Background: an optimization exercise with open tools, aiming at small area, a short achievable clock period and few clock cycles per item. Do not read the settings as production practice.
Function was checked by simulation only, so behaviour that the tests miss may differ from the original.

File: flow/config.mk
export PLATFORM = sky130hd
export DESIGN_NAME = geomloc
export DESIGN_NICKNAME = geomloc
export VERILOG_FILES = /design/flow/design.v
export SDC_FILE = /design/flow/constraint.sdc
export NUM_CORES = 4
export LEC_CHECK = 0
export CAP_MARGIN = 20
export CORE_MARGIN = 2
export CORE_UTILIZATION = 40
export PLACE_DENSITY = 0.6
export SLEW_MARGIN = 20
File: flow/constraint.sdc
create_clock -name core_clock -period 13.0 [get_ports {clk}]
set_input_delay 2.6000 -clock core_clock [delete_from_list [all_inputs] [get_ports {clk}]]
set_output_delay 2.6000 -clock core_clock [all_outputs]
set_load 0.01 [all_outputs]
File: flow/design.v
module geomloc (
    input  wire        clk,
    input  wire        rst,
    input  wire        start,
    output wire        ready,
    input  wire        op,             
    input  wire [1:0]  plane,          
    input  wire [15:0] width,
    input  wire [15:0] height,
    input  wire [5:0]  bitdepth,
    input  wire [1:0]  format,         
    input  wire [31:0] frame_index,
    input  wire [31:0] stream_size,
    output reg         done,
    output reg  [3:0]  err,
    output reg  [2:0]  res_bps,
    output reg  [31:0] res_pdim,
    output reg  [31:0] res_pcount,
    output reg  [35:0] res_fbs,
    output reg  [31:0] res_offset,
    output reg  [31:0] res_frames
);
    localparam [3:0] E_OK        = 4'd0,
                     E_BITDEPTH  = 4'd1,
                     E_RANGE     = 4'd2,
                     E_FORMAT    = 4'd5,
                     E_NOCHROMA  = 4'd6,
                     E_INVALID   = 4'd8;
    localparam [2:0] S_IDLE  = 3'd0,
                     S_CHECK = 3'd1,
                     S_MUL   = 3'd2,
                     S_DIV   = 3'd3,
                     S_DONE  = 3'd4;
    reg [2:0]  state;
    reg [5:0]  cnt;
    reg        op_r;
    reg [1:0]  plane_r, fmt_r;
    reg [15:0] w_r, h_r;
    reg [5:0]  d_r;
    reg [31:0] idx_r, size_r;
    wire [2:0] bps = (d_r <= 6'd8)  ? 3'd1 :
                     (d_r <= 6'd16) ? 3'd2 :
                     (d_r <= 6'd24) ? 3'd3 : 3'd4;
    wire bad_cmd   = (fmt_r == 2'd3) || (!op_r && plane_r == 2'd3);
    wire bad_depth = (d_r == 6'd0) || (d_r > 6'd32);
    wire bad_half  = (fmt_r == 2'd1) && (w_r[0] || h_r[0]);
    wire no_chroma = !op_r && (plane_r != 2'd0) && (fmt_r == 2'd2);
    wire [3:0] chk_err = bad_cmd   ? E_INVALID  :
                         bad_depth ? E_BITDEPTH :
                         bad_half  ? E_FORMAT   :
                         no_chroma ? E_NOCHROMA : E_OK;
    wire        chroma_half = (plane_r != 2'd0) && (fmt_r == 2'd1);
    wire [15:0] pw = chroma_half ? {1'b0, w_r[15:1]} : w_r;
    wire [15:0] ph = chroma_half ? {1'b0, h_r[15:1]} : h_r;
    wire [31:0] pcount = pw * ph;
    wire [31:0] wh = w_r * h_r;
    wire [33:0] wh3 = {2'd0, wh} + {1'b0, wh, 1'b0};
    wire [33:0] spf = (fmt_r == 2'd0) ? wh3 :
                      (fmt_r == 2'd1) ? {1'b0, wh3[33:1]} : {2'd0, wh};
    wire [35:0] fbs = spf * bps;
    reg [35:0] fbs_r;
    reg [67:0] prod;           
    reg [67:0] madd;           
    reg [31:0] mq;             
    reg [36:0] rem;
    reg [31:0] quo;
    reg [31:0] dsh;            
    wire [36:0] rem_sh  = {rem[35:0], dsh[31]};
    wire [37:0] rem_sub = {1'b0, rem_sh} - {2'd0, fbs_r};
    wire        rem_ge  = !rem_sub[37];
    always @(posedge clk) begin
        if (rst) begin
            state <= S_IDLE;
            done  <= 1'b0;
            cnt   <= 6'd0;
        end else begin
            done <= 1'b0;
            case (state)
                S_IDLE: if (start) state <= S_CHECK;
                S_CHECK: begin
                    err     <= chk_err;
                    res_bps <= bps;
                    res_pdim   <= {ph, pw};
                    res_pcount <= pcount;
                    res_fbs    <= fbs;
                    fbs_r      <= fbs;
                    if (chk_err != E_OK || !op_r) begin
                        state <= S_DONE;
                        done  <= 1'b1;
                    end else begin
                        state <= S_MUL;
                        cnt   <= 6'd31;
                        prod  <= 68'd0;
                        madd  <= {32'd0, fbs};
                        mq    <= idx_r;
                    end
                end
                S_MUL: begin
                    if (mq[0])
                        prod <= prod + madd;
                    madd <= madd << 1;
                    mq   <= mq >> 1;
                    cnt  <= cnt - 6'd1;
                    if (cnt == 6'd0) begin
                        state <= S_DIV;
                        cnt   <= 6'd31;
                        rem   <= 37'd0;
                        quo   <= 32'd0;
                        dsh   <= size_r;
                    end
                end
                S_DIV: begin
                    rem <= rem_ge ? rem_sub[36:0] : rem_sh;
                    quo <= {quo[30:0], rem_ge};
                    dsh <= dsh << 1;
                    cnt <= cnt - 6'd1;
                    if (cnt == 6'd0) begin
                        state <= S_DONE;
                        done  <= 1'b1;
                        if (fbs_r == 36'd0) begin
                            res_offset <= 32'd0;
                            res_frames <= 32'hFFFF_FFFF;
                        end else if (prod >= {36'd0, size_r}) begin
                            err <= E_RANGE;
                        end else begin
                            res_offset <= prod[31:0];
                            res_frames <= {quo[30:0], rem_ge} +
                                          {31'd0, ((rem_ge ? rem_sub[36:0] : rem_sh) != 37'd0)};
                        end
                    end
                end
                S_DONE: state <= S_IDLE;
                default: state <= S_IDLE;
            endcase
        end
    end
    always @(posedge clk) begin
        if (state == S_IDLE && start) begin
            op_r    <= op;
            plane_r <= plane;
            fmt_r   <= format;
            w_r     <= width;
            h_r     <= height;
            d_r     <= bitdepth;
            idx_r   <= frame_index;
            size_r  <= stream_size;
        end
    end
    assign ready = (state == S_IDLE);
endmodule
File: flow/run.sh
#!/bin/bash
# synth_recipe.tcl (not shown) runs the flow's synth.tcl, then flattens the netlist and writes it again
# the make line also repeats each setting of config.mk as NAME=value (left out here)
make -C /OpenROAD-flow-scripts/flow DESIGN_CONFIG=/design/flow/config.mk WORK_HOME=/design/flow/orfs CLKGATE_MAP_FILE= SYNTH_SCRIPT=/design/flow/synth_recipe.tcl finish
==> run notes <==
## cell usage after synthesis, drive strengths merged (13+ instances only)
cell type	instances
nand2	820
inv	668
edfxtp	545
fa	424
ha	414
nor2	312
a21oi	266
and2	228
clkbuf	183
o21ai	183
xnor2	139
a21o	126
xor2	84
nand3	78
and3	72
nand2b	44
nor2b	42
nor3	42
mux2i	38
nand4	34
o21a	34
a211oi	28
a31oi	28
nor4	28
o21bai	27
or3	22
buf	18
o211ai	17
mux2	13
o31ai	13
## path summary, 6_finish.rpt
path / start / end / slack (ps) / cells past startpoint
setup / recovery: h_r[1] / madd[35] / 1030 / 47
hold / removal: mq[3] / mq[2] / 500 / 2
setup reg to reg: h_r[1] / madd[35] / 1030 / 47
hold reg to reg: mq[3] / mq[2] / 500 / 2
## worst max-delay path: cells and delay by family (launching register included)
kind                     cells  cell delay (ps)
AND/OR/NAND/NOR              7             1390
XOR/XNOR                     4              700
adder cells (fa/ha/maj)     10             4230
buffers and inverters        4              180
multiplexers                 1              300
flip-flops                   1              970
AO/OA/AOI/OAI               21             3940
## cell type report
cell class,instances,area (µm²)
antenna,1,2.50
clock buffer,80,1800
clock inverter,42,412
fill,11700,66900
inverter,676,2540
multi-input combinational,3704,29800
sequential,555,16600
tap,1637,2050
timing repair buffer,336,3260
## cells by family after synthesis
logic type	share of synthesized area, %
compound gates	10.6
xor+xnor	4.06
fa+ha+maj	27.6
buf+inv	6.67
flops	33.4
mux	1.06
simple gates	16.6
## per-layer routing
layer | vias to the layer above | wire length, µm | part of all wire, % | global-route usage (%)
met5 | - | 0 | 0 | 0
met4 | 0 | 4670 | 3.5 | 7.57
met3 | 228 | 7750 | 5.7 | 3.20
met2 | 1064 | 62200 | 46 | 34.8
met1 | 18200 | 60600 | 45 | 29.3
li1 | 17600 | - | - | -
## metrics by stage
step           setup slack (ps)  cells  hold slack (ps)  cell area (µm²)
6_report                   1030   7031              503            56400
3_3_place_gp               1130   6906              488            54100
5_1_grt                     310   7030              521            56400
3_5_place_dp               1120   6906              499            54100
4_1_cts                    1030   7028              508            56300
2_1_floorplan              2020   5136              464            49600
## sequential cells by signal, summed over array words and instances, names as in the netlist, 6 cells and up
name	flops
madd	68
prod	68
rem	36
res_fbs	36
dsh	32
idx_r	32
mq	32
res_frames	32
res_offset	32
res_pcount	32
res_pdim	32
size_r	32
quo	31
h_r	16
w_r	16
cnt	6
d_r	6
==> results.tsv <==
stage	metric	value	unit
synthesis	most area-hungry cell type in the Yosys netlist	edfxtp_1	
floorplan	standard-cell rows	129	
timing	final clock period utilization by the worst path	92.1	%
timing	final hold violation count	0	
synthesis	Post-Synthesis Cell Area	49600	µm²
grt	via count of the first global-routing pass	37900	
grt	first-pass GRT wire length	213000	µm
timing	final critical delay including setup and external delays	11970	ps
setup_path	category of the critical setup timing path	reg -> reg	
floorplan	DIE WIDTH	356	µm
final_layout	proportion of layout cells with a drive suffix above 1	4.45	%
synthesis	number of flops mapped to enable cells by yosys	545	
timing	actual slew at the worst max-slew pin	955	ps
cts	number of clock sinks	555	
final_layout	most used cells in the layout excluding fill and tap cells	819 x nand2_1, 667 x inv_1, 545 x edfxtp_1, 424 x fa_1, 414 x ha_1	
synthesis	number of synthesized register bits	555	
outcome	outcome	finished clean	
cts	H-Tree Level Count	3	
synthesis	most area-consuming cells after synthesis	edfxtp_1 33%, fa_1 17%, ha_1 10%	
timing	setup repair after global routing missed its margin	no	
synthesis	most used flip-flop cell after synthesis	edfxtp_1	
detailed_routing	number of vias after detailed routing	37100	
detailed_routing	Residual DRC	0	
synthesis	count of different cell masters after synthesis	102	
timing	count of endpoints failing setup in the final report	0	
grt	total overflow reported by the global router	0	
timing	relative slew slack	36.3	%
timing	Slew Limit Fails	0	
detailed_routing	routed len/inst	19.2	µm
final_layout	Final #Nets	6289	
synthesis	Post-Synthesis Cells	5136	
setup_path	cell mode on critical path	a21oi_1	
flow_run	max_cap viols	0	
setup_path	Max FO, Critical Path	19	
detailed_routing	Via density	5.28	
synthesis	post-synth net total	6084	
detailed_routing	remaining number of nets flagged by the antenna check after routing	0	
floorplan	count of pins on the block boundary	283	
worst_hold_path	HP Class	reg -> reg	
setup_path	largest stage delay on the critical path	970	ps
final_layout	most common cell after layout, fill and taps aside	nand2_1	
timing	Setup TNS Final	0	ps
floorplan	Placeable Area	123000	µm²
cts	cts bufs inserted	68	
final_layout	Post-Route Utilization	45.7	%
setup_path	required time at the worst-slack endpoint	13410	ps
floorplan	height of the die	356	µm
cts	quantity of hold-fixing buffers added after cts	0	
final_layout	Synth-to-Final Area Change	13.8	%
placed_design	routability congestion estimate from global placement	0.927	
grt	pin count of the biggest net entering global routing	71	
floorplan	initial cell density of the core	40.2	%
cts	Clock Tree Buf Depth	3	
synthesis	area fraction of the dominant cell type after synthesis	33.0	%
timing	setup clock skew after layout	41.9	ps
cts	post-cts gate resize count	0	
detailed_routing	drt total wl	135000	µm
setup_path	CP arrival	12380	ps
setup_path	endpoint class of the critical path	flip-flop	
timing	maximum clock rate	83.5	MHz
synthesis	mean instance size in the synthesized netlist	9.65	µm²
placed_design	HPWL after detailed placement	104000	µm
grt	antenna violations before repair	1	
cts	clock-pin slew on the worst setup and hold paths	60	ps
synthesis	sequential fraction of the synthesis area	33.4	%
cts	Clk Latency, worst-skew pair	680	ps
synthesis	yosys synthesis warning count	1	
detailed_routing	first-pass detailed-route iteration total	5	
floorplan	Die Outline Area	127000	µm²
grt	Total Routing Usage GR	21.5	%
setup_path	critical path's slowest cell	edfxtp_1	
setup_path	startpoint type of the worst setup path	flip-flop	
detailed_routing	violation count after the first detailed-routing iteration	2530	
cts	CTS tree	built	
synthesis	Synth async-reset ratio	0	%
cts	CTS Root Buffer Type	clkbuf_16	
cts	post-CTS setup-driven buffer insertion count	0	
placed_design	buffers added on ports	282	
Testbench counts, summed over its fixed seeds: cycles 162,048, commands 3,200.

-- afterwards: timing with drivers on the ports --
How much do the figures lean on ideal ports? The routed layout below was timed once more, with nothing changed but the port constraints.
Step 1: set_driving_cell puts a clkbuf_16 on clk and a buf_2 on each other input, an assumption about the parent block.
Step 2 moves the port delays by t, midway between the first and last clock arrival at a register: inputs arrive t later, outputs are due t later. That takes back most of the time a late clock gives input paths.
a / b / c = ideal / step 1 / step 2; a / b = the first two.
t, ns: 0.734
slack for setup (ns): 1.029 / 1.029 / 1.029
worst setup path at the end: register to register
worst data-port slew with drivers (ns): 0.12
cell pins on the clock port's net: 1
After both steps this run still meets setup and hold. The setup slack of this run moves by 0.000 ns with the drivers and by 0.000 ns with both steps.
